What follows belongs to an exercise in optimizing a design on an open flow for a short achievable clock period and few clock cycles; a production flow would make more cautious choices. Power figures rest on the tool's default switching activity, not on a simulated workload.

## rev 12
Design xca, start of the top module:
module xca (
  input  wire        clk,
  input  wire        rst,           
  output wire        ready,
  input  wire        csr_we,
  input  wire [3:0]  csr_addr,
  input  wire [15:0] csr_wdata,
  output reg         fb_re,
  output reg  [11:0] fb_addr,
  input  wire [7:0]  fb_rdata,
  output reg         rt_we,
  output reg  [6:0]  rt_idx,
  output reg  [58:0] rt_wdata,
  output wire [2:0]  status,
  output reg  [3:0]  err,
  output reg  [15:0] infoa,
  output reg  [15:0] infob,
  output reg  [11:0] len,
  output reg  [7:0]  acc,
  output reg  [11:0] plen,
  output reg  [1:0]  ttype,
  output wire [15:0] comp,
  output reg  [11:0] cmdlen,
  output reg  [6:0]  count
);
For scale: about 15000 cells after synthesis, ~220 I/O pins.
Settings: LEC_CHECK=0, ABC_CLOCK_PERIOD_IN_PS=2300, CAP_MARGIN=20, CORE_MARGIN=2, CORE_UTILIZATION=60, CTS_CLUSTER_DIAMETER=80, CTS_CLUSTER_SIZE=30, SETUP_SLACK_MARGIN=4.2, SLEW_MARGIN=20; clock period 6.5 ns.
run.sh (not shown) runs the stock make flow with config.mk's settings and CLKGATE_MAP_FILE= SYNTH_SCRIPT=/design/flow/synth_recipe.tcl, a recipe that flattens the netlist after the stock synthesis.
In summary, rev 12 completed successfully, with a layout that passed the timing, DRC and antenna checks.
[inputs] rev 13 vs rev 12
- CTS_CLUSTER_DIAMETER: 80 -> 60
- CTS_CLUSTER_SIZE: 30 -> 22
--- outcome ---
Part of the total power dissipated in sequential elements down 10 points in rev 13 wrt rev 12. Number of vias per cell: rev 13 vs rev 12, no meaningful difference. Clock tree buffer count of the final layout up 265 in rev 13 wrt rev 12. Of rev 13 and rev 12, rev 13 shows the lower length of the first detailed-routing pass in iterations, with rev 12 above it. Rev 13 finished all stages; layout check result: FAIL, due to antenna rules. Rev 12: no failed stages, no open violations at the end. Between rev 13 and rev 12, the final clock period utilization by the worst path does not differ in any meaningful way. Status: fmax parity (rev 13, rev 12). Relative to rev 12, final setup skew increased by 0.011 ns in rev 13.
Function was not checked in any run of this note: the RTL went through the layout flow alone.

---

== old ==
xca, a different RTL version from the one above (not shown whole).
For scale: roughly 6600 flip-flops, about 220 I/O pins, roughly 0.27 mm2 of cells after synthesis.
==> flow/design.v (excerpt) <==
module xca (
  input  wire        clk,
  input  wire        rst,           
  output wire        ready,
  input  wire        csr_we,
  input  wire [3:0]  csr_addr,
  input  wire [15:0] csr_wdata,
  output reg         fb_re,
  output reg  [11:0] fb_addr,
  input  wire [7:0]  fb_rdata,
  output reg         rt_we,
  output reg  [6:0]  rt_idx,
  output reg  [58:0] rt_wdata,
  output wire [2:0]  status,
  output reg  [3:0]  err,
  output reg  [15:0] infoa,
  output reg  [15:0] infob,
  output reg  [11:0] len,
  output reg  [7:0]  acc,
  output reg  [11:0] plen,
  output reg  [1:0]  ttype,
  output wire [15:0] comp,
  output reg  [11:0] cmdlen,
  output reg  [6:0]  count
);
  localparam [3:0] E_OK      = 4'd0,
                   E_SHORT   = 4'd1,
                   E_NOSTX   = 4'd2,
                   E_NOETX   = 4'd3,
                   E_CSUM    = 4'd4,
                   E_TYPE    = 4'd5,
                   E_LENGTH  = 4'd6,
                   E_FORMAT  = 4'd10,
                   E_ILLEGAL = 4'd13;
  reg         ready_r;
  reg         gotv;
  reg  [1:0]  htype;
  reg         comp_p;
  reg  [9:0]  comp_val;
  assign ready  = ready_r;
  assign status = {gotv, htype};
  assign comp   = {comp_p, 5'd0, comp_val};
  wire [3:0]  w_op   = csr_wdata[15:12];
  wire [11:0] w_arg  = csr_wdata[11:0];
  wire        arg_nz = |w_arg;
  wire        wr     = csr_we & ready_r;
  wire        wr_cmd = wr & (csr_addr == 4'h0);
  wire        len_lt4 = ~|len[11:2];
  wire c_aclr  = wr_cmd & (w_op == 4'h1) & ~arg_nz;
  wire c_axb   = wr_cmd & (w_op == 4'h2);
  wire c_csum  = wr_cmd & (w_op == 4'h3);
  ...
clock: 6.5 ns
lec_check: 0
abc_clock_period_in_ps: 2500
cap_margin: 20
core_margin: 2
core_utilization: 50
setup_slack_margin: 4.0
slew_margin: 20
> inputs changed (old -> new)
Settings: swapping 50 for 40 in CORE_UTILIZATION; clearing ABC_CLOCK_PERIOD_IN_PS, which used to be 2500; clearing SETUP_SLACK_MARGIN, which used to be 4.0.
Findings:
- Taking new as 1.0, old lands at 1.09 on global-route wire length before repair.
- new ended with every stage complete and zero timing, DRC or antenna violations.
- Number of resized instances in the post-cts repair step: new vs old down 1485
- old has lower number of fillers in the final layout than new.
- Delta (new minus old): height of the chip shows an increase of 87 um, post-route minimum period went up, design area went down.
No run of this note included a check of the RTL's function; only the layout flow was run.

what the ideal ports hide:
In the flow no input, the clock included, has a driving cell. The finished layouts below were timed again as built, in two steps. Step 1 (the two cells are an assumption about what drives the block):
set clk [get_ports {clk}]
set_driving_cell -lib_cell sky130_fd_sc_hd__clkbuf_16 $clk
set_driving_cell -lib_cell sky130_fd_sc_hd__buf_2 [delete_from_list [all_inputs] $clk]
Step 2 times the ports against the registers' clock, not the clock port: input delays grow and output delays shrink by t, the midpoint of the rising clock arrivals with the driver on. a / b / c = ideal / step 1 / step 2; a / b = the first two.
| run | shift t [ns] | slack for setup (ns) | clock arrival spread, ns | worst slew at a driven data input, ns |
|---|---|---|---|---|
| rev 12 | 1.067 | 3.346 / 3.346 / 3.029 | 0.049 / 0.049 | 0.08 |
| rev 13 | 1.164 | 3.345 / 3.294 / 2.762 | 0.061 / 0.061 | 0.08 |
| old | 1.149 | 2.672 / 2.672 / 2.672 | 0.077 / 0.077 | 0.08 |
| new | 1.142 | 2.187 / 2.187 / 1.851 | 0.106 / 0.106 | 0.21 |
For rev 13, which loses most, drivers alone change the setup slack by -0.051 ns; drivers and shift together by -0.583 ns.
